What follows belongs to an exercise in optimizing a design on an open flow for small area, a short achievable clock period and few clock cycles per item; a production flow would make more cautious choices. Function was checked by simulation only, so behaviour that the tests miss may differ from the original.

$ cat flow/design.v
module lbp_pixel_unit (
    input  wire         clk,
    input  wire         rst,
    input  wire         in_valid,
    output wire         in_ready,
    input  wire [7:0]   in_cen,       
    input  wire [511:0] in_samples,   
    input  wire [7:0]   in_p,         
    input  wire [63:0]  in_band,      
    input  wire         in_rule,      
    input  wire         in_order,     
    input  wire [1:0]   in_post,      
    output wire         out_valid,
    input  wire         out_ready,
    output wire [7:0]   out_code,
    output wire [3:0]   out_ecode
);
    reg  [1:0] ph;          
    reg        rv;          
    reg        ov;          
    wire       oslot = ~ov | out_ready;
    wire       slot  = ~rv | oslot;
    wire       last = (ph == 2'd2) | ((ph == 2'd0) & ~in_rule);
    assign in_ready = slot & last;
    wire       take = in_valid & in_ready;
    reg         m_s;
    reg  [10:0] m_e;
    reg  [53:0] m_sig;
    reg         m_up;
    reg         m_z;
    wire        a_s, a_up, a_z;
    wire [10:0] a_e;
    wire [53:0] a_sig;
    lbp_one_pm_b u_add (.b(in_band[62:0]), .sub(ph == 2'd0),
                        .s(a_s), .e(a_e), .sig(a_sig), .up(a_up), .z(a_z));
    wire        m_shift = (ph == 2'd1) & ~m_sig[53] & ~m_z;
    always @(posedge clk) begin
        if (rst) begin
            ph <= 2'd0;
            rv <= 1'b0;
            ov <= 1'b0;
        end else begin
            if (!in_valid)           ph <= 2'd0;
            else if (ph == 2'd0)     ph <= in_rule ? 2'd1 : 2'd0;
            else if (ph == 2'd1)     ph <= m_shift ? 2'd1 : 2'd2;
            else if (slot)           ph <= 2'd0;
            if (take)                rv <= 1'b1;
            else if (oslot)          rv <= 1'b0;
            if (rv & oslot)          ov <= 1'b1;
            else if (out_ready)      ov <= 1'b0;
        end
    end
    always @(posedge clk) begin
        if (m_shift) begin
            m_sig <= {m_sig[52:0], 1'b0};
            m_e   <= m_e - 11'd1;
        end else begin
            m_s   <= a_s;
            m_e   <= a_e;
            m_sig <= a_sig;
            m_up  <= a_up;
            m_z   <= a_z;
        end
    end
    wire b_illegal = (in_band[63] & (in_band[62:0] != 63'd0)) | (in_band[62:52] == 11'h7ff);
    wire [2:0] ecode_n = (in_post == 2'd3)            ? 3'd4 :
                         (in_p == 8'd0)               ? 3'd1 :
                         (in_rule & b_illegal)        ? 3'd1 :
                         (in_p > 8'd8)                ? 3'd2 : 3'd0;
    reg [2:0] ck_n;
    integer j;
    always @* begin
        ck_n = 3'd0;
        for (j = 1; j < 8; j = j + 1)
            if (in_cen[j]) ck_n = j[2:0];
    end
    wire [7:0]  cn_n  = in_cen << (3'd7 - ck_n);
    wire        cz_n  = (in_cen == 8'd0);
    wire [62:0] cenf  = cz_n ? 63'd0 : {11'd1023 + {8'd0, ck_n}, cn_n[6:0], 45'd0};
    wire [7:0]  cb = {cn_n[6:0], 1'b0};
    wire [3:0]  bo_n, bt_n;
    wire [2:0]  bn_n;
    genvar q;
    generate
        for (q = 0; q < 4; q = q + 1) begin : benc
            wire hi  = (q == 3) ? 1'b0 : cb[2*q+2];
            wire mid = cb[2*q+1];
            wire lo  = cb[2*q];
            assign bo_n[q] = mid ^ lo;
            assign bt_n[q] = hi ? (~mid & ~lo) : (mid & lo);
            if (q < 3) begin : neg
                assign bn_n[q] = hi;
            end
        end
    endgenerate
    reg  [6:0]  cn_r;
    reg  [3:0]  bo_r, bt_r;
    reg  [2:0]  bn_r;
    reg  [2:0]  ck_r;
    reg         cz_r;
    always @(posedge clk) begin
        cn_r <= cn_n[6:0];
        bo_r <= bo_n;
        bt_r <= bt_n;
        bn_r <= bn_n;
        ck_r <= ck_n;
        cz_r <= cz_n;
    end
    wire [62:0] bound;      
    lbp_cen_mul u_mul (.cn(cn_r), .bo(bo_r), .bt(bt_r), .bn(bn_r), .ck(ck_r), .z(cz_r | m_z),
                       .e(m_e), .t(m_sig[53:1]), .up(m_up), .y(bound));
    wire        bz   = cz_r | m_z;
    wire        lneg = m_s & ~bz;           
    wire [62:0] xv   = (ph == 2'd0) ? cenf : bound;
    wire        xz   = (ph == 2'd0) ? cz_n : bz;
    wire [1:0]  mode = (ph == 2'd2) ? 2'd2 : ((ph == 2'd1) & lneg) ? 2'd1 : 2'd0;
    wire        cin  = (mode == 2'd0);
    wire [7:0] bits;
    genvar g;
    generate
        for (g = 0; g < 8; g = g + 1) begin : smp
            wire [63:0] s    = in_samples[64*g +: 64];
            wire        n    = s[63];
            wire        mz   = (s[51:0] == 52'd0);
            wire        nan  = (s[62:52] == 11'h7ff) & ~mz;
            wire        zero = (s[62:52] == 11'd0) & mz;
            wire [63:0] sum  = {1'b0, s[62:0]} + {1'b0, ~xv} + {63'd0, cin};
            wire        c    = sum[63];
            assign bits[g] = ~nan & ((mode == 2'd0) ? ((~n & c) | (n & zero & xz)) :
                                     (mode == 2'd1) ? (~n | ~c) :
                                                      (n | ~c));
        end
    endgenerate
    reg  [7:0] lo_r;
    always @(posedge clk)
        if (ph == 2'd1) lo_r <= bits;
    wire [7:0] bits_f = (ph == 2'd2) ? (bits & lo_r) : bits;
    reg  [7:0] r_bits;
    reg  [2:0] r_ecode;
    reg  [3:0] r_p;
    reg        r_order;
    reg  [1:0] r_post;
    wire [7:0] pmask = 8'hff >> (4'd8 - in_p[3:0]);
    always @(posedge clk) begin
        if (take) begin
            r_bits  <= bits_f & pmask;
            r_ecode <= ecode_n;
            r_p     <= in_p[3:0];
            r_order <= in_order;
            r_post  <= in_post;
        end
    end
    wire [7:0] rev = {r_bits[0], r_bits[1], r_bits[2], r_bits[3],
                      r_bits[4], r_bits[5], r_bits[6], r_bits[7]};
    wire [7:0] v   = r_order ? r_bits : (rev >> (4'd8 - r_p));
    wire [7:0] ri_code;
    wire [7:0] u_code;
    lbp_rimin8 u_rimin (.v(v), .p(r_p), .y(ri_code));
    lbp_ucls8  u_ucls  (.v(v), .p(r_p), .y(u_code));
    wire [7:0] code_n = (r_ecode != 3'd0) ? 8'd0 :
                        (r_post == 2'd1)  ? ri_code :
                        (r_post == 2'd2)  ? u_code : v;
    reg  [7:0] o_code;
    reg  [2:0] o_ecode;
    always @(posedge clk)
        if (rv & oslot) begin
            o_code  <= code_n;
            o_ecode <= r_ecode;
        end
    assign out_valid = ov;
    assign out_ecode = {1'b0, o_ecode};
    assign out_code  = o_code;
endmodule
module lbp_rimin8 (
    input  wire [7:0] v,
    input  wire [3:0] p,
    output wire [7:0] y
);
    wire [7:0] r [0:7];
    genvar k;
    generate
        for (k = 0; k < 8; k = k + 1) begin : rot
            if (k == 0) begin : r0
                assign r[k] = v;
            end else begin : rk
                assign r[k] = (k < p) ? ((v << k) | (v >> (8 - k))) : v;
            end
        end
    endgenerate
    wire [7:0] a0 = (r[1] < r[0]) ? r[1] : r[0];
    wire [7:0] a1 = (r[3] < r[2]) ? r[3] : r[2];
    wire [7:0] a2 = (r[5] < r[4]) ? r[5] : r[4];
    wire [7:0] a3 = (r[7] < r[6]) ? r[7] : r[6];
    wire [7:0] b0 = (a1 < a0) ? a1 : a0;
    wire [7:0] b1 = (a3 < a2) ? a3 : a2;
    assign y = (b1 < b0) ? b1 : b0;
endmodule
module lbp_ucls8 (
    input  wire [7:0] v,
    input  wire [3:0] p,
    output wire [7:0] y
);
    wire [6:0] t = v[6:0] ^ v[7:1];
    wire [2:0] n = t[0] + t[1] + t[2] + t[3] + t[4] + t[5] + t[6];
    assign y = (n <= 3'd2) ? v : {4'd0, p} + 8'd1;
endmodule
module lbp_one_pm_b (
    input  wire [62:0] b,
    input  wire        sub,
    output wire        s,
    output reg  [10:0] e,
    output reg  [53:0] sig,
    output reg         up,
    output wire        z
);
    wire [10:0] eb  = b[62:52];
    wire [51:0] f   = b[51:0];
    wire        big = (eb >= 11'd1023);             
    wire        bz  = (b == 63'd0);                 
    assign z = sub & (b == 63'h3ff0_0000_0000_0000);      
    assign s = sub & big & ~z;
    wire [10:0] ds  = 11'd1023 - eb;
    wire [5:0]  dsh = (ds > 11'd56) ? 6'd63 : ds[5:0];
    wire        ds1 = (eb == 11'd1022) & (f != 52'd0);    
    reg  [55:0] y;
    reg         st;
    integer k;
    always @* begin
        y  = {eb != 11'd0, f, 3'b000};
        st = 1'b0;
        for (k = 0; k < 6; k = k + 1)
            if (dsh[k]) begin
                st = st | ((y & ((56'd1 << (1 << k)) - 56'd1)) != 56'd0);
                y  = y >> (1 << k);
            end
        y[0] = y[0] | st;
    end
    function [56:0] pre_or;
        input [56:0] v;
        integer d, i;
        begin
            for (d = 1; d < 57; d = d * 2)
                for (i = 0; i < 57; i = i + 1)
                    if (i & d)
                        v[i] = v[i] | v[(i & ~(d - 1)) - 1];
            pre_or = v;
        end
    endfunction
    function [56:0] pre_and;
        input [56:0] v;
        integer d, i;
        begin
            for (d = 1; d < 57; d = d * 2)
                for (i = 0; i < 57; i = i + 1)
                    if (i & d)
                        v[i] = v[i] & v[(i & ~(d - 1)) - 1];
            pre_and = v;
        end
    endfunction
    wire [56:0] yo  = pre_or({1'b0, y});
    wire [55:0] ylo = {yo[54:0], 1'b0};        
    wire [55:0] yn = y ^ ylo;                       
    wire [10:0] db  = eb - 11'd1023;
    wire [55:0] oh  = (db >= 11'd55) ? 56'd1 : (56'h80_0000_0000_0000 >> db[5:0]);
    wire [55:0] x   = {1'b1, f, 3'b000};
    wire [56:0] hmo = pre_or({1'b0, oh});
    wire [55:0] hm  = hmo[55:0];               
    wire [56:0] cya = pre_and({1'b1, ~hm | (x ^ {56{sub}})});
    wire [56:0] cy  = {cya[55:0], 1'b1};       
    wire [55:0] rb  = x ^ (oh | (hm & ~oh & cy[55:0]));
    wire        co  = ~sub & cy[56];                
    always @* begin
        if (!big) begin
            if (!sub) begin
                sig = {1'b1, y[54:3], 1'b0};
                up  = y[2] & (y[1] | y[0] | y[3]);
                e   = 11'd1023;
            end else if (bz) begin
                sig = {1'b1, 53'd0};
                up  = 1'b0;
                e   = 11'd1023;
            end else if (ds1) begin
                sig = {1'b0, yn[54:2]};
                up  = 1'b0;
                e   = 11'd1023;
            end else begin
                sig = {yn[54:2], 1'b0};
                up  = yn[1] & (yn[0] | yn[2]);
                e   = 11'd1022;
            end
        end else begin
            if (co) begin
                sig = {1'b1, rb[55:4], 1'b0};
                up  = rb[3] & (rb[2] | rb[1] | rb[0] | rb[4]);
                e   = eb + 11'd1;
            end else if (rb[55]) begin
                sig = {rb[55:3], 1'b0};
                up  = rb[2] & (rb[1] | rb[0] | rb[3]);
                e   = eb;
            end else if (rb[54]) begin
                sig = {rb[54:2], 1'b0};
                up  = rb[1] & (rb[0] | rb[2]);
                e   = eb - 11'd1;
            end else begin
                sig = rb[55:2];
                up  = 1'b0;
                e   = eb;
            end
        end
    end
endmodule
module lbp_cen_mul (
    input  wire [6:0]  cn,
    input  wire [3:0]  bo,
    input  wire [3:0]  bt,
    input  wire [2:0]  bn,
    input  wire [2:0]  ck,
    input  wire        z,
    input  wire [10:0] e,
    input  wire [52:0] t,
    input  wire        up,
    output wire [62:0] y
);
    wire [60:0] p;
    lbp_mul8x53 u_p (.c(cn), .bo(bo), .bt(bt), .bn(bn), .t(t), .up(up), .y(p));
    wire [11:0] e0   = {1'b0, e} + {9'd0, ck};
    wire [11:0] e1   = e0 + 12'd1;
    wire        rup0 = p[6] & ((|p[5:0]) | p[7]);
    wire        rup1 = p[7] & ((|p[6:0]) | p[8]);
    wire [62:0] y0   = (e0 >= 12'd2047) ? {11'h7ff, 52'd0} : ({e0[10:0], p[58:7]} + {62'd0, rup0});
    wire [62:0] y1   = (e1 >= 12'd2047) ? {11'h7ff, 52'd0} : ({e1[10:0], p[59:8]} + {62'd0, rup1});
    assign y = z ? 63'd0 : (p[60] ? y1 : y0);
endmodule
module lbp_mul8x53 (
    input  wire [6:0]  c,
    input  wire [3:0]  bo,
    input  wire [3:0]  bt,
    input  wire [2:0]  bn,
    input  wire [52:0] t,
    input  wire        up,
    output wire [60:0] y
);
    function [54:0] brow;
        input        one, two, neg;
        input [52:0] tv;
        reg   [54:0] ts;
        reg   [53:0] pp;
        integer      i;
        begin
            ts  = {1'b0, tv, 1'b0};
            for (i = 0; i < 54; i = i + 1)
                pp[i] = ((one & ts[i+1]) | (two & ts[i])) ^ neg;
            brow = {neg, pp};
        end
    endfunction
    localparam [60:0] K = 61'h1fff_ffff_ffff_ffff - (61'd1 << 54) - (61'd1 << 56) - (61'd1 << 58) + 61'd1;
    wire [54:0] r0 = brow(bo[0], bt[0], bn[0], t);
    wire [54:0] r1 = brow(bo[1], bt[1], bn[1], t);
    wire [54:0] r2 = brow(bo[2], bt[2], bn[2], t);
    wire [54:0] r3 = brow(bo[3], bt[3], 1'b0, t);
    wire [60:0] a0 = {6'd0, ~r0[54], r0[53:0]};
    wire [60:0] a1 = {4'd0, ~r1[54], r1[53:0], 1'b0, r0[54]};
    wire [60:0] a2 = {2'd0, ~r2[54], r2[53:0], 1'b0, r1[54], 2'd0};
    wire [60:0] a3 = {1'd0, r3[53:0], 1'b0, r2[54], 4'd0};
    wire [60:0] a4 = {1'b0, t, 7'd0};
    wire [60:0] a5 = K | (up ? {53'd0, 1'b1, c} : 61'd0);
    wire [60:0] s1 = a0 ^ a1 ^ a2;
    wire [60:0] c1 = ((a0 & a1) | (a0 & a2) | (a1 & a2)) << 1;
    wire [60:0] s2 = a3 ^ a4 ^ a5;
    wire [60:0] c2 = ((a3 & a4) | (a3 & a5) | (a4 & a5)) << 1;
    wire [60:0] s3 = s1 ^ c1 ^ s2;
    wire [60:0] c3 = ((s1 & c1) | (s1 & s2) | (c1 & s2)) << 1;
    wire [60:0] s4 = s3 ^ c3 ^ c2;
    wire [60:0] c4 = ((s3 & c3) | (s3 & c2) | (c3 & c2)) << 1;
    assign y = s4 + c4;
endmodule
$ cat flow/flow/run.sh
#!/bin/bash
# The standard layout (the standard.sh, unchanged synthesis and steps),
# with the port buffers made of sky130_fd_sc_hd__buf_2 instead of the
# default delay buffer (every input and output port still gets its buffer),
# and timing repair asked to leave 9 ns of setup slack at the design's
# clock period, so that it works on the paths that set the achieved period.
set -o pipefail
cd "$(dirname "$0")/.."
export BUFFER_PORTS_ARGS="-buffer_cell sky130_fd_sc_hd__buf_2"
bash standard.sh SETUP_SLACK_MARGIN=9 finish > standard.log 2>&1
$ cat flow/standard.sh
#!/bin/bash
# synth_recipe.tcl (not shown) runs the flow's synth.tcl, then flattens the netlist and writes it again
# the make line also repeats each setting of config.mk as NAME=value (left out here)
make -C /OpenROAD-flow-scripts/flow DESIGN_CONFIG=/design/flow/config.mk WORK_HOME=/design/flow/orfs CLKGATE_MAP_FILE= SYNTH_SCRIPT=/design/flow/synth_recipe.tcl "${@:-finish}"
$ cat flow/config.mk
export PLATFORM = sky130hd
export DESIGN_NAME = lbp_pixel_unit
export DESIGN_NICKNAME = lbp_pixel_unit
export VERILOG_FILES = /design/flow/design.v
export SDC_FILE = /design/flow/constraint.sdc
export NUM_CORES = 4
export LEC_CHECK = 0
export CAP_MARGIN = 20
export CORE_MARGIN = 2
export CORE_UTILIZATION = 40
export SLEW_MARGIN = 20
$ cat flow/constraint.sdc
create_clock -name core_clock -period 20.0 [get_ports {clk}]
set_input_delay 4.0000 -clock core_clock [delete_from_list [all_inputs] [get_ports {clk}]]
set_output_delay 4.0000 -clock core_clock [all_outputs]
set_load 0.01 [all_outputs]
==> results of run 1 <==
## cell usage after synthesis (33+ instances only)
| library cell | n |
|---|---|
| nor2b_1 | 96 |
| and2_1 | 45 |
| or2_2 | 33 |
| nor2_1 | 486 |
| inv_1 | 448 |
| o21ai_0 | 338 |
| o211ai_1 | 67 |
| o21a_1 | 42 |
| xnor2_1 | 379 |
| mux2_2 | 33 |
| buf_1 | 55 |
| or3_1 | 49 |
| nand2_1 | 522 |
| clkbuf_1 | 327 |
| buf_2 | 53 |
| dfxtp_1 | 87 |
| xor2_1 | 101 |
| mux2i_1 | 167 |
| a211oi_1 | 103 |
| fa_1 | 167 |
| o31ai_1 | 33 |
| o221ai_1 | 46 |
| a21oi_1 | 452 |
| a21o_1 | 177 |
| a22o_1 | 58 |
| a31oi_1 | 59 |
| nand2b_1 | 88 |
| edfxtp_1 | 40 |
| nand3_1 | 164 |
| nor4_1 | 202 |
| a221oi_1 | 33 |
| ha_1 | 705 |
| and3_1 | 45 |
| o22ai_1 | 117 |
| nor3_1 | 154 |
| a22oi_1 | 219 |
| nand4_1 | 192 |
## logic make-up (layout without fill, tap and decap cells)
logic type                 count (synthesis)  in the layout  share of synthesized area (%)
other                                      1             39                        0.00740
DFF                                      127            127                           5.80
buffers and inverters                    922           1237                           7.30
and+or+nand+nor                         2220           2223                           22.5
xor gates and xnor gates                 481            481                           8.34
adders and majority gates                876            876                           24.1
AOI/OAI and AO/OA                       2070           2070                           27.8
muxes                                    206            206                           4.23
## layer usage
layer	vias to the layer above	part of all wire [%]	wire length, um	track usage (%)
met5	-	0.097	255	0
met4	38	6.7	17600	21.2
met3	741	11	28600	9.19
met2	3794	42	110000	57.9
met1	28537	40	106000	50.3
li1	26397	-	-	-
## worst max-delay path: stages
cell and delay, ns:
buf_6 0.28, clkbuf_8 0.49, clkinv_1 0.38, ha_1 0.31, buf_4 0.23, nor2_1 0.40, nand2_1 0.33, a211oi_1 0.51
o2111a_1 0.34, and3_1 0.40, o41ai_1 0.16, buf_4 0.19, a221oi_1 0.56, and4b_1 0.39, nand4_2 0.24, o21a_1 0.27
a211oi_4 0.20, buf_12 0.35, mux2_2 0.38, mux2i_1 0.41, or2_1 0.17, a221oi_1 0.06
## area by class of cell
| type | instances | area [um2] | area share (%) |
|---|---|---|---|
| Multi-Input combinational cell | 5857 | 44700 | 79.2 |
| Clock inverter | 15 | 223 | 0.395 |
| Sequential cell | 127 | 2980 | 5.27 |
| Antenna cell | 38 | 95.1 | 0.169 |
| Tap cell | 1650 | 2060 | 3.66 |
| Clock buffer | 17 | 425 | 0.754 |
| Inverter | 454 | 1710 | 3.03 |
| Timing Repair Buffer | 751 | 4260 | 7.56 |
## path summary, 6_finish.rpt
path,startpoint,end,slack [ns],cells past startpoint
setup / recovery,in_band[52],m_sig[23],9.12,22
hold / removal,m_e[0],m_e[0],0.53,1
setup reg to reg,m_sig[7],r_bits[2],9.27,36
hold reg to reg,m_e[0],m_e[0],0.53,1
## metrics by stage
step	setup slack (ns)	std cells	instance area, um2
2_1_floorplan	9.55	6903	50700
3_3_place_gp	7.29	8810	54800
3_5_place_dp	7.21	8812	54800
4_1_cts	9.05	8852	55800
5_1_grt	8.94	8897	56400
6_report	9.12	8909	56400
## timing repair
item,CTS,global route
pin swaps,6,7
hold buffers,0,0
endpoints found under the setup margin,63,58
resized for setup,54,105
buffers inserted,6,18
gates cloned,2,1
## state kept, by name (all words and copies together), names as in the netlist, 8 cells and up
name / flops
m_e: 11
m_sig: 54
o_code: 8
r_bits: 8
lo_r: 8
==> run summary, run 1 <==
- Status: finished clean
- Layout cells sized above 1: 14.7%
- Vias post-DR: roughly 60000
- Synthesized flop and latch total: 127
- Post-synth top area cell: ha_1
- Clock Skew: 0.0209 ns
- Routed length per instance: about 30 um
- # setup viols final: 0
- Final Cycle Share: between 50% and 60%
- Crit end category: register
- CTS buffer count: 17
- Hpwl dp: between 200000 and 250000 um
- Min-delay worst type: reg2reg
- Fill cells: approximately 13000
- Achievable Freq: a little over 90 MHz
- Seq/Total Area, Yosys: 5.80%
- Drt pass-1 iters: 9
- RSZ-0062 raised after global routing: false
- Slew @ Worst Pin: ~1.2 ns
- Setup TNS: 0 ns
- Root Buffer Master: clkbuf_16
- Drt total wl: approximately 260000 um
- Arrival @ worst endpoint: approximately 11 ns
- Max-Cap Viols: 0
- Initial antenna violation count: 57
- Synthesized Nets: about 8400
- Layout Nets: between 8000 and 9000
- GRT Util Overall: ~38%
- TritonCTS clock tree: done
- IO Pins: 614
- Vias/cell: ~6.7
- Clk slew on worst S/H paths: about 0.070 ns
- Largest fanout on the critical path: 70
- Yosys Warn Count: 4
- Synth top area cells: ha_1 (17%), fa_1 (6.6%), xnor2_1 (6.5%)
- Relative slew margins: 17.3%
- Initial DRC count: around 8700
- Slew Limit Fails: 0
- Gate Count Post-Synth: around 7000
- Area growth, synth to finish: 11.3%
- Number of synthesized flops with an enable pin: 40
- Initial Util: between 40% and 50%
- Syn avg cell area: about 7.3 um2
- Global-route wire length before repair: 379000 um
- Die Y: between 300 and 400 um
- Die W: roughly 360 um
- Buffers added on ports: 612
- Site Rows: 130
- TritonCTS Sinks: 127
- Critical path startpoint category: input pin
- RePlAce Congestion: 1.05
- DRC: 0
- Core area: about 130000 um2
- Synth top area share: 17.4%
- WP data required: ~20 ns
- Vias in the first global route: about 55000
- Synth unique cells: between 100 and 150
- Die area: 130000 um2
- Max Root-Sink Buffers: 2
- Setup CP Type: in2reg
- ANT nets after route: 0
- Post-Syn Area: roughly 51000 um2
- Commonest non-fill, non-tap cell in the layout: ha_1
- Top_reg_cell synth: dfxtp_1
- Final hold vios: 0
- H-Tree Depth: 4
- Min Hold Slack: roughly 0.53 ns
- Pin count of the biggest net entering global routing: 71
- Skew-Pair Late Insertion Delay: between 0.4 and 0.5 ns
- Final Util: 44.9%
- Async SR Flop Fraction: 0%
- Grt ovf: 0
- Most frequent cells in the layout: ha_1 (703), buf_2 (610), nand2_1 (510)
- Minimum clock period: 10.88 ns
Testbench counts, summed over its fixed seeds: cycles 25,534, items 16,000.
==> inputs of run 2 (changes only) <==
==> flow/flow/run.sh (replaced) <==
#!/bin/bash
# The standard layout (the standard.sh, unchanged synthesis and steps),
# with the port buffers made of sky130_fd_sc_hd__buf_2 instead of the
# default delay buffer (every input and output port still gets its buffer),
# and timing repair asked to leave 11 ns of setup slack at the design's
# clock period, so that it works on the paths that set the achieved period.
set -o pipefail
cd "$(dirname "$0")/.."
export BUFFER_PORTS_ARGS="-buffer_cell sky130_fd_sc_hd__buf_2"
bash standard.sh SETUP_SLACK_MARGIN=11 finish > standard.log 2>&1
--- a/flow/config.mk
+++ b/flow/config.mk
@@ -7,2 +7,3 @@
 export LEC_CHECK = 0
+export ABC_AREA = 1
 export CAP_MARGIN = 20
==> run 2 against run 1 <==
  * Still clean
  * Maximum frequency is 21% higher
  * Register-to-register slack better by 1.8 ns
  * Synthesized area shrank 2.5%
  * Flip-flop and latch count is the same
  * Die area shrank 2.5%
  * Design area is 8.9% higher
  * Largest cell class unchanged
==> run summary, run 2 <==
- Status: finished clean (unchanged)
- Die Y: 356 um (was 360 um)
- Fill cells: 12820 (was 12933)
- Hold Path Sink: o_ecode[0] (was m_e[0])
- Layout cells sized above 1: 19.5% (was 14.7%)
- Clk slew on worst S/H paths: 0.06 ns (was 0.07 ns)
- Minimum clock period: 8.99 ns (was 10.88 ns)
- Critical path startpoint category: input pin (unchanged)
- Slew Limit Fails: 0 (unchanged)
- Synthesized flop and latch total: 127 (unchanged)
- Worst Setup Slack, final: 11.01 ns (was 9.12 ns)
- Crit-path max cell delay: 0.34 ns (was 0.56 ns)
- Skew-Pair Late Insertion Delay: 0.49 ns (was 0.46 ns)
- Buffers added on ports: 612 (unchanged)
- Hpwl dp: 211000 um (about the same)
- Largest Register: m_sig (unchanged)
- Max-Cap Viols: 0 (unchanged)
- Pin count of the biggest net entering global routing: 84 (was 71)
- Synth top area share: 17.8% (was 17.4%)
- Vias post-DR: 62379 (was 59507)
- # setup viols final: 0 (unchanged)
- Crit end category: output pin (was register)
- Number of cells on the critical path: 5 (was 22)
- Drt pass-1 iters: 6 (was 9)
- TritonCTS Sinks: 127 (unchanged)
- Gate Count Post-Synth: 8279 (was 6903)
- Number of synthesized flops with an enable pin: 40 (unchanged)
- CTS buffer count: 17 (unchanged)
- Largest fanout on the critical path: 3 (was 70)
- Syn avg cell area: 5.97 um2 (was 7.34 um2)
- Final hold vios: 0 (unchanged)
- DRC: 0 (unchanged)
- Reg-to-Reg End: r_bits[0] (was r_bits[2])
- Synth unique cells: 79 (was 126)
- Clock Skew: 0.0181 ns (was 0.0209 ns)
- Initial antenna violation count: 28 (was 57)
- Min-delay worst type: reg2reg (unchanged)
- HP Start: r_ecode[0] (was m_e[0])
- Drt total wl: 260000 um (was 263000 um)
- Setup CP Type: in2out (was in2reg)
- Critical path, cell by cell: buf_2 -> o21ai_4 -> o21ai_0 -> inv_1 -> buf_2 (was buf_6 -> clkbuf_8 -> clkinv_1 -> ha_1 -> buf_4 -> nor2_1 -> nand2_1 -> a211oi_1 -> o2111a_1 -> and3_1 -> o41ai_1 -> buf_4 -> a221oi_1 -> and4b_1 -> nand4_2 -> o21a_1 -> a211oi_4 -> buf_12 -> mux2_2 -> mux2i_1 -> or2_1 -> a221oi_1)
- Layout Nets: 10444 (was 8680)
- Async SR Flop Fraction: 0% (unchanged)
- Bufs and invs on worst path: 3 (was 6)
- Top_reg_cell synth: dfxtp_1 (unchanged)
- Relative slew margins: 16.1% (was 17.3%)
- Global-route wire length before repair: 366000 um (was 379000 um)
- Synthesized Nets: 9751 (was 8375)
- Die area: 126000 um2 (was 130000 um2)
- Arrival @ worst endpoint: 4.99 ns (was 11.20 ns)
- Die W: 356 um (was 360 um)
- Vias in the first global route: 56535 (was 54822)
- Max Root-Sink Buffers: 2 (unchanged)
- Most frequent cells after synthesis: nand2_1 (2041), inv_1 (1178), nor2_1 (714) (was ha_1 (705), nand2_1 (522), nor2_1 (486))
- Max reg flops: 54 (unchanged)
- Vias/cell: 5.87 (was 6.68)
- Final Cycle Share: 45.0% (was 54.4%)
- Most used cell along the critical path: buf_2
- Initial DRC count: 6674 (was 8661)
- GRT Util Overall: 38.3% (was 38.5%)
- Critical-path top delay cell: o21ai_4 (was a221oi_1)
- Family with the most delay on the worst path: compound AO/OA/AOI/OAI gates (unchanged)
- Core area: 122000 um2 (was 126000 um2)
- Synth top area cells: ha_1 (18%), nand2_1 (15%), inv_1 (8.9%) (was ha_1 (17%), fa_1 (6.6%), xnor2_1 (6.5%))
- Achievable Freq: 111 MHz (was 91.9 MHz)
- Initial Util: 40.5% (was 40.3%)
- FF-to-FF path depth: 51 (was 36)
- RSZ-0062 raised after global routing: true (was false)
- Site Rows: 128 (was 130)
- Post-synth top area cell: ha_1 (unchanged)
- Routed length per instance: 24.5 um (was 29.5 um)
- Grt ovf: 0 (unchanged)
- Cell with the most instances after synthesis: nand2_1 (was ha_1)
- TritonCTS clock tree: done (unchanged)
- Slew @ Worst Pin: 1.25 ns (was 1.23 ns)
- Commonest non-fill, non-tap cell in the layout: nand2_1 (was ha_1)
- Reg2reg setup slack: 11.12 ns (was 9.27 ns)
- WP data required: 16.00 ns (was 20.32 ns)
- Yosys Warn Count: 4 (unchanged)
- Post-Syn Area: 49400 um2 (was 50700 um2)
- RePlAce Congestion: 1.09 (was 1.05)
- Root Buffer Master: clkbuf_16 (unchanged)
- ANT nets after route: 0 (unchanged)
- Pre-CTS setup slack: 8.49 ns (was 7.21 ns)
- H-Tree Depth: 4 (unchanged)
- IO Pins: 614 (unchanged)
- Seq/Total Area, Yosys: 5.95% (was 5.80%)
- Most frequent cells in the layout: nand2_1 (1908), inv_1 (1136), ha_1 (638) (was ha_1 (703), buf_2 (610), nand2_1 (510))
- Setup TNS: 0 ns (unchanged)
- RR Startpoint: bt_r[0] (was m_sig[7])
- Area growth, synth to finish: 24.4% (was 11.3%)
- Min-Delay Path Depth: 0 (was 1)
- Top Registers: m_sig (54), m_e (11) (unchanged)
[run 2: worst max path at each step]
stage                start   endpoint  slack, ns
6_report           in_rule   in_ready      11.01
4_1_cts            bo_r[1]  r_bits[3]      10.98
3_3_place_gp       bo_r[1]  r_bits[7]       8.80
2_1_floorplan  in_band[52]  m_sig[30]      11.40
3_5_place_dp       bo_r[1]  r_bits[7]       8.49
5_1_grt            bt_r[0]  r_bits[6]      10.80
[run 2: logic make-up (layout without fill, tap and decap cells)]
group | count (synthesis) | after routing | synth area share (%)
AOI/OAI and AO/OA | 1580 | 1580 | 17.8
xor gates and xnor gates | 355 | 355 | 6.34
adders and majority gates | 872 | 872 | 24.6
buffers and inverters | 1482 | 2183 | 11.6
DFF | 127 | 127 | 5.95
muxes | 16 | 16 | 0.326
other | 1 | 13 | 0.00759
and+or+nand+nor | 3846 | 3851 | 33.4
[run 2: worst reg2reg max path, delay by kind of cell (launching register included)]
family	cells	cell delay (ns)
DFF	1	0.35
adders and majority gates	5	2.22
AOI/OAI and AO/OA	9	1.39
xor gates and xnor gates	2	0.42
and+or+nand+nor	26	3.26
buffers and inverters	9	1.02
[run 2: stage by stage]
step,cell area (um2),utilization [%],std cells,hold WS (ns)
after floorplan,49400,-,8279,0.417
after global placement,54000,44.2,10317,0.426
after detailed placement,54000,44.2,10318,0.424
after CTS,57000,46.7,10438,0.443
after global routing,61500,50.3,10622,0.454
final,61500,50.3,10622,0.442
[run 2: what timing repair did]
item	in CTS	in global routing
hold endpoints to repair	0	0
pin swaps	38	151
setup endpoints to repair	82	82
hold buffers	0	0
setup buffers	74	161
gates resized for setup	439	771
cloned	14	11
[run 2: per-layer routing]
metal / vias up / routed length (um) / track usage (%) / share of wire (%)
met5: - / 109 / 0 / 0.042
met4: 18 / 16900 / 20.1 / 6.5
met3: 767 / 23500 / 7.39 / 9.0
met2: 3284 / 115000 / 61.1 / 44
met1: 29145 / 105000 / 48.9 / 40
li1: 29165 / - / - / -
[run 2: cell type report]
| type | instances | area (um2) | share of cell area [%] |
|---|---|---|---|
| tap | 1625 | 2030 | 3.31 |
| timing repair inverter | 5 | 30.0 | 0.0488 |
| clock buffer | 19 | 433 | 0.704 |
| antenna | 12 | 30.0 | 0.0488 |
| clock inverter | 13 | 156 | 0.254 |
| inverter | 1221 | 4710 | 7.66 |
| timing repair buffer | 925 | 6200 | 10.1 |
| multi-input combinational | 6675 | 44900 | 73.0 |
| sequential | 127 | 2970 | 4.84 |
==> inputs of run 3 (changes only) <==
==> flow/flow/run.sh (replaced) <==
#!/bin/bash
# The standard layout (the standard.sh, unchanged synthesis and steps),
# with the port buffers made of sky130_fd_sc_hd__buf_2 instead of the
# default delay buffer (every input and output port still gets its buffer),
# and timing repair asked to leave 10.5 ns of setup slack at the design's
# clock period, so that it works on the paths that set the achieved period.
set -o pipefail
cd "$(dirname "$0")/.."
export BUFFER_PORTS_ARGS="-buffer_cell sky130_fd_sc_hd__buf_2"
bash standard.sh SETUP_SLACK_MARGIN=10.5 finish > standard.log 2>&1
==> run 3 against run 2 <==
  * Utilization decreased by 2.9 points
  * Design area decreased by 5.8%
  * Clock skew rose by 0.0023 ns
  * Global-route usage fell by 0.44 points
  * Die area unchanged
  * Sequential share of layout area up 0.29 points
  * Flip-flop and latch count stayed put
  * Critical path type unchanged
==> run summary, run 3 <==
- Status: finished clean (unchanged)
- CTS buffer count: 17 (unchanged)
- Critical-path top delay cell: o21ai_1 (was o21ai_4)
- WP data required: 16.00 ns (about the same)
- Max Root-Sink Buffers: 2 (unchanged)
- Drt total wl: 255000 um (was 260000 um)
- TritonCTS clock tree: done (unchanged)
- Slew @ Worst Pin: 1.17 ns (was 1.25 ns)
- CP endpoint: in_ready (unchanged)
- Post-synth top area cell: ha_1 (unchanged)
- IO Pins: 614 (unchanged)
- Critical path, cell by cell: buf_2 -> o21ai_1 -> o21ai_0 -> inv_1 -> buf_2 (was buf_2 -> o21ai_4 -> o21ai_0 -> inv_1 -> buf_2)
- Global-route wire length before repair: 362000 um (was 366000 um)
- Vias/cell: 5.85 (was 5.87)
- Commonest non-fill, non-tap cell in the layout: nand2_1 (unchanged)
- ANT nets after route: 0 (unchanged)
- Core area: 122000 um2 (unchanged)
- Initial antenna violation count: 27 (was 28)
- Syn avg cell area: 5.97 um2 (unchanged)
- Relative slew margins: 21.8% (was 16.1%)
- Vias in the first global route: 55874 (was 56535)
- Arrival @ worst endpoint: 5.36 ns (was 4.99 ns)
- Critical path startpoint category: input pin (unchanged)
- Async SR Flop Fraction: 0% (unchanged)
- Skew-Pair Late Insertion Delay: 0.49 ns (about the same)
- Final std cells w/o fill: 10497 (was 10622)
- Number of synthesized flops with an enable pin: 40 (unchanged)
- Die W: 356 um (unchanged)
- Layout Nets: 10316 (was 10444)
- Top_reg_cell synth: dfxtp_1 (unchanged)
- Most frequent cells after synthesis: nand2_1 (2041), inv_1 (1178), nor2_1 (714) (unchanged)
- HP Start: r_ecode[0] (unchanged)
- Initial DRC count: 6635 (was 6674)
- Clk slew on worst S/H paths: 0.06 ns (about the same)
- TritonCTS Sinks: 127 (unchanged)
- Crit-path max cell delay: 0.63 ns (was 0.34 ns)
- Reg2reg setup slack: 10.86 ns (was 11.12 ns)
- Initial Util: 40.5% (unchanged)
- Grt ovf: 0 (unchanged)
- H-Tree Depth: 4 (unchanged)
- Synthesized flop and latch total: 127 (unchanged)
- Drt pass-1 iters: 7 (was 6)
- Footprint of the multi-input gates: 42700 um2 (was 44900 um2)
- Max-Cap Viols: 0 (unchanged)
- # placed instances: 10318 (unchanged)
- Die Y: 356 um (unchanged)
- Site Rows: 128 (unchanged)
- Yosys Warn Count: 4 (unchanged)
- DRC: 0 (unchanged)
- Minimum clock period: 9.36 ns (was 8.99 ns)
- Slew Limit Fails: 0 (unchanged)
- RSZ-0062 raised after global routing: false (was true)
- Largest Register: m_sig (unchanged)
- Vias post-DR: 61398 (was 62379)
- Fill cells: 13243 (was 12820)
- Top Registers: m_sig (54), m_e (11) (unchanged)
- Pin count of the biggest net entering global routing: 84 (unchanged)
- Max reg flops: 54 (unchanged)
- # setup viols final: 0 (unchanged)
- Area growth, synth to finish: 17.1% (was 24.4%)
- Reg area: 2970 um2 (about the same)
- Post-Syn Area: 49400 um2 (unchanged)
- Root Buffer Master: clkbuf_16 (unchanged)
- Gate Count Post-Synth: 8279 (unchanged)
- Final Util: 47.4% (was 50.3%)
- Setup TNS: 0 ns (unchanged)
- Synth unique cells: 79 (unchanged)
- Most frequent cells in the layout: nand2_1 (1968), inv_1 (1167), ha_1 (672) (was nand2_1 (1908), inv_1 (1136), ha_1 (638))
- Largest fanout on the critical path: 3 (unchanged)
- Synthesized Nets: 9751 (unchanged)
- RePlAce Congestion: 1.09 (unchanged)
- Synth top area cells: ha_1 (18%), nand2_1 (15%), inv_1 (8.9%) (unchanged)
- Achievable Freq: 107 MHz (was 111 MHz)
- Most used cell along the critical path: buf_2 (unchanged)
- Final Cycle Share: 46.8% (was 45.0%)
- Hold Buf Count CTS: 0 (unchanged)
- Synth top area share: 17.8% (unchanged)
- Min-Delay Path Depth: 0 (unchanged)
- Seq/Total Area, Yosys: 5.95% (unchanged)
- Buffers added on ports: 612 (unchanged)
- Critical Path Source: in_rule (unchanged)
- Setup CP Type: in2out (unchanged)
- Clock Skew: 0.0204 ns (was 0.0181 ns)
- Crit end category: output pin (unchanged)
- Final hold vios: 0 (unchanged)
- Layout cells sized above 1: 14.6% (was 19.5%)
- GRT Util Overall: 37.9% (was 38.3%)
- Routed length per instance: 24.3 um (was 24.5 um)
- Min-delay worst type: reg2reg (unchanged)
- RR Startpoint: bo_r[0] (was bt_r[0])
- FF-to-FF path depth: 49 (was 51)
- Hpwl dp: 211000 um (unchanged)
- Cell with the most instances after synthesis: nand2_1 (unchanged)
- Die area: 126000 um2 (unchanged)
- Reg-to-Reg End: r_bits[2] (was r_bits[0])
run 3: worst max-delay path: cells and delay by family:
kind / cells / cell delay (ns)
AO/OA/AOI/OAI: 2 / 0.89
buffers and inverters: 3 / 0.45
run 3: kinds of logic after synthesis:
group / synth area share, %
adder cells (fa/ha/maj): 24.6
AO/OA/AOI/OAI: 17.8
flip-flops: 5.95
AND/OR/NAND/NOR: 33.4
XOR/XNOR: 6.34
other: 0.00759
multiplexers: 0.326
buffers and inverters: 11.6
run 3: metrics by stage:
stage	hold WS (ns)	setup WS [ns]	cell area, um2
after floorplan	0.417	11.40	49400
after global placement	0.426	8.80	54000
after detailed placement	0.424	8.49	54000
after CTS	0.443	10.50	55500
after global routing	0.454	10.46	57900
final	0.442	10.64	57900
run 3: what timing repair did:
item | in CTS | in global routing
pin swaps | 8 | 45
gates cloned | 9 | 10
resized for setup | 142 | 457
hold endpoints to repair | 0 | 0
setup endpoints to repair | 79 | 81
setup buffers | 24 | 89
run 3: worst min path at each step:
stage | endpoint | slack [ns]
CTS | o_ecode[0] | 0.44
finish | o_ecode[0] | 0.44
global route | o_ecode[2] | 0.45
floorplan | o_ecode[2] | 0.42
global placement | o_ecode[2] | 0.43
detailed placement | o_ecode[2] | 0.42
run 3: final cells by class:
cell class              instances  area share [%]
clock inverters                13           0.270
inverters                    1221            8.07
well taps                    1625            3.51
diodes                         15          0.0648
repair buffers                797            8.49
multi-input cells            6675            73.7
repair inverters                5          0.0497
clock buffers                  19           0.748
flip-flops and latches        127            5.13
run 3: layer usage:
metal,vias up,part of all wire [%],track usage [%]
met4,20,6.1,19.1
li1,28890,-,-
met5,-,0.044,0
met3,677,8.6,6.54
met1,28780,41,48.9
met2,3031,44,60.6
==> inputs of run 4 (changes only) <==
==> flow/flow/run.sh (replaced) <==
#!/bin/bash
# The standard layout (the standard.sh, unchanged synthesis and steps),
# with the port buffers made of sky130_fd_sc_hd__buf_2 instead of the
# default delay buffer (every input and output port still gets its buffer),
# and timing repair asked to leave 10 ns of setup slack at the design's
# clock period, so that it works on the paths that set the achieved period.
set -o pipefail
cd "$(dirname "$0")/.."
export BUFFER_PORTS_ARGS="-buffer_cell sky130_fd_sc_hd__buf_2"
bash standard.sh SETUP_SLACK_MARGIN=10 finish > standard.log 2>&1
==> run 4 against run 3 <==
  * Design area down 3.7%
  * Die area unchanged
  * Global-route usage down 0.41 points
  * Synthesized area unchanged
==> run summary, run 4 <==
- Status: finished clean (unchanged)
- RSZ-0062 raised after global routing: true (was false)
- Number of synthesized flops with an enable pin: 40 (unchanged)
- Layout Nets: 10213 (was 10316)
- Seq/Total Area, Yosys: 5.95% (unchanged)
- # setup viols final: 0 (unchanged)
- Min-Delay Path Depth: 0 (unchanged)
- Most frequent cells after synthesis: nand2_1 (2041), inv_1 (1178), nor2_1 (714) (unchanged)
- Syn avg cell area: 5.97 um2 (unchanged)
- DRC: 0 (unchanged)
- Layout cells sized above 1: 11.0% (was 14.6%)
- Synth unique cells: 79 (unchanged)
- Minimum clock period: 9.75 ns (was 9.36 ns)
- Final hold vios: 0 (unchanged)
- TritonCTS Sinks: 127 (unchanged)
- Core area: 122000 um2 (unchanged)
- Initial antenna violation count: 27 (unchanged)
- WP data required: 20.42 ns (was 16.00 ns)
- Die W: 356 um (unchanged)
- Hpwl dp: 211000 um (unchanged)
- Arrival @ worst endpoint: 10.17 ns (was 5.36 ns)
- Most frequent cells in the layout: nand2_1 (2023), inv_1 (1175), ha_1 (702) (was nand2_1 (1968), inv_1 (1167), ha_1 (672))
- GRT Util Overall: 37.5% (was 37.9%)
- Synthesized flop and latch total: 127 (unchanged)
- TritonCTS clock tree: done (unchanged)
- Root Buffer Master: clkbuf_16 (unchanged)
- HP Start: r_ecode[0] (unchanged)
- Hold Buf Count CTS: 0 (unchanged)
- Max-Cap Viols: 0 (unchanged)
- Pin count of the biggest net entering global routing: 84 (unchanged)
- Final Cycle Share: 48.8% (was 46.8%)
- Top Registers: m_sig (54), m_e (11) (unchanged)
- Critical path startpoint category: input pin (unchanged)
- Commonest non-fill, non-tap cell in the layout: nand2_1 (unchanged)
- Relative slew margins: 19.1% (was 21.8%)
- Drt pass-1 iters: 14 (was 7)
- Top_reg_cell synth: dfxtp_1 (unchanged)
- Reg2reg setup slack: 10.35 ns (was 10.86 ns)
- ANT nets after route: 0 (unchanged)
- Synth top area share: 17.8% (unchanged)
- Post-Syn Area: 49400 um2 (unchanged)
- Min Hold Slack: 0.442 ns (about the same)
- H-Tree Depth: 4 (unchanged)
- Slew Limit Fails: 0 (unchanged)
- Reg area: 2950 um2 (was 2970 um2)
- Buffers added on ports: 612 (unchanged)
- Global-route wire length before repair: 358000 um (was 362000 um)
- Fill cells: 13411 (was 13243)
- Initial DRC count: 6876 (was 6635)
- Drt total wl: 251000 um (was 255000 um)
- Bufs and invs on worst path: 8 (was 3)
- Post-synth top area cell: ha_1 (unchanged)
- Vias/cell: 5.84 (was 5.85)
- Setup CP Type: in2reg (was in2out)
- Initial Util: 40.5% (unchanged)
- Crit-path max cell delay: 0.37 ns (was 0.63 ns)
- Die area: 126000 um2 (unchanged)
- Routed length per instance: 24.2 um (was 24.3 um)
- Achievable Freq: 103 MHz (was 107 MHz)
- Setup TNS: 0 ns (unchanged)
- Reg-to-Reg End: r_bits[2] (unchanged)
- Grt ovf: 0 (unchanged)
- Min-delay worst type: reg2reg (unchanged)
- Largest fanout on the critical path: 26 (was 3)
- Async SR Flop Fraction: 0% (unchanged)
- Yosys Warn Count: 4 (unchanged)
- Clk slew on worst S/H paths: 0.06 ns (about the same)
- Die Y: 356 um (unchanged)
- Synth top area cells: ha_1 (18%), nand2_1 (15%), inv_1 (8.9%) (unchanged)
- Gate Count Post-Synth: 8279 (unchanged)
- Max Root-Sink Buffers: 2 (unchanged)
- Hold Path Sink: o_ecode[0] (unchanged)
- RePlAce Congestion: 1.09 (unchanged)
- Crit end category: register (was output pin)
- Max reg flops: 54 (unchanged)
- Family with the most delay on the worst path: simple AND/OR/NAND/NOR gates (was compound AO/OA/AOI/OAI gates)
- Largest Register: m_sig (unchanged)
- CTS buffer count: 17 (unchanged)
- IO Pins: 614 (unchanged)
- Vias post-DR: 60746 (was 61398)
- Slew @ Worst Pin: 1.21 ns (was 1.17 ns)
- Synthesized Nets: 9751 (unchanged)
- Footprint of the multi-input gates: 41500 um2 (was 42700 um2)
- Most used cell along the critical path: nand2_1 (was buf_2)
- RR Startpoint: bo_r[0] (unchanged)
- Site Rows: 128 (unchanged)
- Clock Skew: 0.0200 ns (was 0.0204 ns)
- Cell with the most instances after synthesis: nand2_1 (unchanged)
- Critical-path top delay cell: o21ai_1 (unchanged)
- Skew-Pair Late Insertion Delay: 0.49 ns (about the same)
- Area growth, synth to finish: 12.8% (was 17.1%)
- FF-to-FF path depth: 52 (was 49)
- Vias in the first global route: 55358 (was 55874)
run 4: cell types whose count changed in the layout (fill, tap and decap cells not counted), moves of 16 or more:
| cell | change |
|---|---|
| nand3_1 | +16 |
| o21ai_1 | -42 |
| a21oi_2 | -19 |
| nand2_1 | +55 |
| nand2_2 | -45 |
| ha_2 | -20 |
| nor2_2 | -30 |
| ha_1 | +30 |
| nor2_1 | +50 |
| o21ai_0 | +56 |
| buf_4 | -78 |
| a21oi_1 | +23 |
| nor2_4 | -21 |
run 4: how the worst max path moves through the flow:
| stage | to | slack, ns | start | depth (start not counted) |
|---|---|---|---|---|
| finish | m_sig[21] | 10.25 | in_band[52] | 31 |
| global route | r_bits[0] | 9.89 | bt_r[0] | 52 |
| CTS | r_bits[3] | 9.94 | bo_r[3] | 49 |
| detailed placement | r_bits[7] | 8.49 | bo_r[1] | 48 |
| global placement | r_bits[7] | 8.80 | bo_r[1] | 50 |
| floorplan | m_sig[30] | 11.40 | in_band[52] | 37 |
run 4: logic make-up after synthesis:
kind of cell,synth area share (%)
xor+xnor,6.34
fa+ha+maj,24.6
buf+inv,11.6
simple gates,33.4
compound gates,17.8
mux,0.326
flops,5.95
other cells,0.00759
run 4: repair_timing:
action | 4_1_cts | 5_1_grt
endpoints found under the setup margin | 71 | 77
resized for setup | 40 | 194
pin swaps | 1 | 14
buffers inserted | 2 | 20
cloned | 3 | 4
run 4: layout make-up:
class	count	area share (%)
clock buffer	19	0.776
antenna	17	0.0763
multi-input combinational	6673	74.5
clock inverter	13	0.281
timing repair buffer	700	7.09
timing repair inverter	1	0.0135
tap	1625	3.65
inverter	1221	8.34
sequential	127	5.30
run 4: metrics by stage:
stage / cells / instance area [um2] / setup WS, ns / utilization (%)
6_report: 10396 / 55800 / 10.25 / 45.6
5_1_grt: 10392 / 55700 / 9.89 / 45.6
4_1_cts: 10355 / 54800 / 9.94 / 44.8
3_5_place_dp: 10318 / 54000 / 8.49 / 44.2
3_3_place_gp: 10317 / 54000 / 8.80 / 44.2
2_1_floorplan: 8279 / 49400 / 11.40 / -
run 4: layer usage:
layer | track usage, % | share of wire (%)
met1 | 48.5 | 41
met2 | 59.9 | 44
met3 | 6.93 | 8.8
met4 | 18.1 | 5.9
met5 | 0 | 0.049
==> inputs of run 5 (changes only) <==
==> flow/flow/run.sh (replaced) <==
#!/bin/bash
# The standard layout (the standard.sh, unchanged synthesis and steps),
# with the port buffers made of sky130_fd_sc_hd__buf_2 instead of the
# default delay buffer (every input and output port still gets its buffer),
# and timing repair asked to leave 9.5 ns of setup slack at the design's
# clock period, so that it works on the paths that set the achieved period.
set -o pipefail
cd "$(dirname "$0")/.."
export BUFFER_PORTS_ARGS="-buffer_cell sky130_fd_sc_hd__buf_2"
bash standard.sh SETUP_SLACK_MARGIN=9.5 finish > standard.log 2>&1
==> run 5 against run 4 <==
  * Still clean
  * Non-clock buffer count shrank 21
  * Setup slack lost 0.35 ns
  * Via count shrank 0.65%
  * Synthesized area is the same
  * Worst hold slack is essentially flat
  * Critical path type is now reg2reg
  * Largest cell class unchanged
  * Highest routed layer unchanged
==> run summary, run 5 <==
- Status: finished clean (unchanged)
- # setup viols final: 0 (unchanged)
- Top Registers: m_sig (54), m_e (11) (unchanged)
- Hold Path Sink: o_ecode[0] (unchanged)
- Achievable Freq: 99.0 MHz (was 103 MHz)
- Vias post-DR: 60350 (was 60746)
- Commonest non-fill, non-tap cell in the layout: nand2_1 (unchanged)
- Die W: 356 um (unchanged)
- Site Rows: 128 (unchanged)
- Most frequent cells in the layout: nand2_1 (2033), inv_1 (1175), ha_1 (705) (was nand2_1 (2023), inv_1 (1175), ha_1 (702))
- Most used cell along the critical path: nand2_1 (unchanged)
- Synthesized Nets: 9751 (unchanged)
- Slew Limit Fails: 0 (unchanged)
- RSZ-0062 raised after global routing: true (unchanged)
- Cell with the most instances after synthesis: nand2_1 (unchanged)
- GRT Util Overall: 37.3% (was 37.5%)
- WP data required: 20.23 ns (was 20.42 ns)
- IO Pins: 614 (unchanged)
- Initial antenna violation count: 27 (unchanged)
- Initial Util: 40.5% (unchanged)
- Hpwl dp: 211000 um (unchanged)
- Synth top area share: 17.8% (unchanged)
- Pin count of the biggest net entering global routing: 84 (unchanged)
- Largest Register: m_sig (unchanged)
- Async SR Flop Fraction: 0% (unchanged)
- H-Tree Depth: 4 (unchanged)
- Drt total wl: 249000 um (was 251000 um)
- Final hold vios: 0 (unchanged)
- Root Buffer Master: clkbuf_16 (unchanged)
- Minimum clock period: 10.10 ns (was 9.75 ns)
- Hold Buf Count CTS: 0 (unchanged)
- Clock Skew: 0.0188 ns (was 0.0200 ns)
- Final Cycle Share: 50.5% (was 48.8%)
- Gate Count Post-Synth: 8279 (unchanged)
- Reg2reg setup slack: 9.90 ns (was 10.35 ns)
- Setup CP Type: reg2reg (was in2reg)
- Routed length per instance: 24.0 um (was 24.2 um)
- Core area: 122000 um2 (unchanged)
- Post-Syn Area: 49400 um2 (unchanged)
- Max-Cap Viols: 0 (unchanged)
- Reg-to-Reg End: r_bits[2] (unchanged)
- Top_reg_cell synth: dfxtp_1 (unchanged)
- Max Root-Sink Buffers: 2 (unchanged)
- Syn avg cell area: 5.97 um2 (unchanged)
- Crit-path max cell delay: 0.61 ns (was 0.37 ns)
- Global-route wire length before repair: 357000 um (was 358000 um)
- Synth unique cells: 79 (unchanged)
- Placed Area: 54000 um2 (unchanged)
- Largest fanout on the critical path: 42 (was 26)
- Area growth, synth to finish: 11.3% (was 12.8%)
- Layout Nets: 10192 (was 10213)
- Initial DRC count: 6778 (was 6876)
- Min-delay worst type: reg2reg (unchanged)
- TritonCTS clock tree: done (unchanged)
- Die Y: 356 um (unchanged)
- Post-synth top area cell: ha_1 (unchanged)
- DRC: 0 (unchanged)
- Die area: 126000 um2 (unchanged)
- Final instance area: 55000 um2 (was 55800 um2)
- RePlAce Congestion: 1.09 (unchanged)
- Vias in the first global route: 55269 (was 55358)
- RR Startpoint: cn_r[5] (was bo_r[0])
- Yosys Warn Count: 4 (unchanged)
- Vias/cell: 5.82 (was 5.84)
- Number of synthesized flops with an enable pin: 40 (unchanged)
- Crit end category: register (unchanged)
- Critical path startpoint category: register (was input pin)
- Clk slew on worst S/H paths: 0.07 ns (was 0.06 ns)
- Critical-path top delay cell: dfxtp_2 (was o21ai_1)
- Synthesized flop and latch total: 127 (unchanged)
- Arrival @ worst endpoint: 10.34 ns (was 10.17 ns)
- HP Start: r_ecode[0] (unchanged)
- Slew @ Worst Pin: 1.21 ns (about the same)
- Most frequent cells after synthesis: nand2_1 (2041), inv_1 (1178), nor2_1 (714) (unchanged)
- Skew-Pair Late Insertion Delay: 0.49 ns (about the same)
- Seq/Total Area, Yosys: 5.95% (unchanged)
- Buffers added on ports: 612 (unchanged)
- Min-Delay Path Depth: 0 (unchanged)
- Setup TNS: 0 ns (unchanged)
- ANT nets after route: 0 (unchanged)
- Drt pass-1 iters: 7 (was 14)
- Grt ovf: 0 (unchanged)
- CTS buffer count: 17 (unchanged)
- Layout cells sized above 1: 9.92% (was 11.0%)
- TritonCTS Sinks: 127 (unchanged)
- Synth top area cells: ha_1 (18%), nand2_1 (15%), inv_1 (8.9%) (unchanged)
- Fill cells: 13477 (was 13411)
- Max reg flops: 54 (unchanged)
- Relative slew margins: 18.8% (was 19.1%)
- FF-to-FF path depth: 49 (was 52)
## run 5: cell types whose count changed in the layout (fill, tap and decap cells not counted), sizes merged
cell / before / now
diode: 17 / 18
buf: 696 / 678
nor2: 731 / 730
inv: 1197 / 1199
clkinv: 31 / 27
clkbuf: 23 / 20
clkinvlp: 5 / 8
## run 5: metrics by stage
stage	util, %	std cells	hold slack [ns]	setup WS, ns
floorplan	-	8279	0.417	11.40
global placement	44.2	10317	0.426	8.80
detailed placement	44.2	10318	0.424	8.49
CTS	44.7	10350	0.443	9.49
global route	45.0	10371	0.454	9.39
finish	45.0	10376	0.442	9.90
## run 5: worst max path at each step
stage,slack (ns),end,depth (start not counted),from
after CTS,9.49,r_bits[6],48,bo_r[0]
after floorplan,11.40,m_sig[30],37,in_band[52]
after global routing,9.39,r_bits[6],48,cn_r[5]
after global placement,8.80,r_bits[7],50,bo_r[1]
final,9.90,r_bits[2],49,cn_r[5]
after detailed placement,8.49,r_bits[7],48,bo_r[1]
## run 5: critical path: cells and delay by family (launching register included)
family                   cells  cell delay (ns)
adder cells (fa/ha/maj)      5             2.28
AO/OA/AOI/OAI                9             1.84
flip-flops                   1             0.61
buffers and inverters        6             0.84
XOR/XNOR                     1             0.15
AND/OR/NAND/NOR             28             4.06
## run 5: repair_timing
item                                    in CTS  in global routing
endpoints found under the setup margin      16                 77
gates resized for setup                     11                 75
cloned                                       0                  4
buffers inserted                             0                  4
pin swaps                                    0                  1
## run 5: cell families (layout without fill, tap and decap cells)
family	count (synthesis)	in the layout	synth area share, %
compound gates	1580	1580	17.8
xor+xnor	355	355	6.34
fa+ha+maj	872	872	24.6
buf+inv	1482	1934	11.6
flops	127	127	5.95
mux	16	16	0.326
other cells	1	19	0.00759
simple gates	3846	3848	33.4
## run 5: area by class of cell
type | count | area [um2] | area share, %
Timing Repair Buffer | 679 | 3650 | 6.64
Multi-Input combinational cell | 6672 | 41100 | 74.7
Tap cell | 1625 | 2030 | 3.70
Antenna cell | 18 | 45.0 | 0.0819
Sequential cell | 127 | 2950 | 5.36
Clock inverter | 13 | 156 | 0.284
Inverter | 1221 | 4630 | 8.42
Clock buffer | 19 | 433 | 0.787
Timing Repair inverter | 2 | 12.5 | 0.0227
## run 5: routing by layer
layer | routed length [um] | vias up | track usage, %
met5 | 124 | - | 0
met4 | 14200 | 22 | 17.7
met3 | 22600 | 617 | 7.20
met2 | 110000 | 2952 | 59.5
met1 | 102000 | 28134 | 48.2
li1 | - | 28625 | -

## afterwards: timing with drivers on the ports
In the flow no input, the clock included, has a driving cell. The finished layouts below were timed again as built, in two steps.
Step 1 assumes that a clkbuf_16 drives the clock port and a buf_2 every other input.
Step 2, shift: input delay + t, output delay - t, t = (earliest + latest rising clock arrival at the registers) / 2. This alone moves slack from input paths to output paths.
Slacks: no drivers / after step 1 / after step 2; pairs: no drivers / after step 1.
run	t, ns	setup WS [ns]	pins driven straight from the clock port
run 1	0.530	9.119 / 9.154 / 8.624	1
run 2	0.541	11.006 / 10.986 / 10.599	1
run 3	0.537	10.645 / 10.624 / 10.201	1
run 4	0.540	10.245 / 10.272 / 9.733	1
run 5	0.541	9.895 / 9.895 / 9.441	1
After both steps every run listed still meets setup and hold. The setup slack of run 4, which loses most, moves by +0.027 ns with the drivers and by -0.512 ns with both steps.
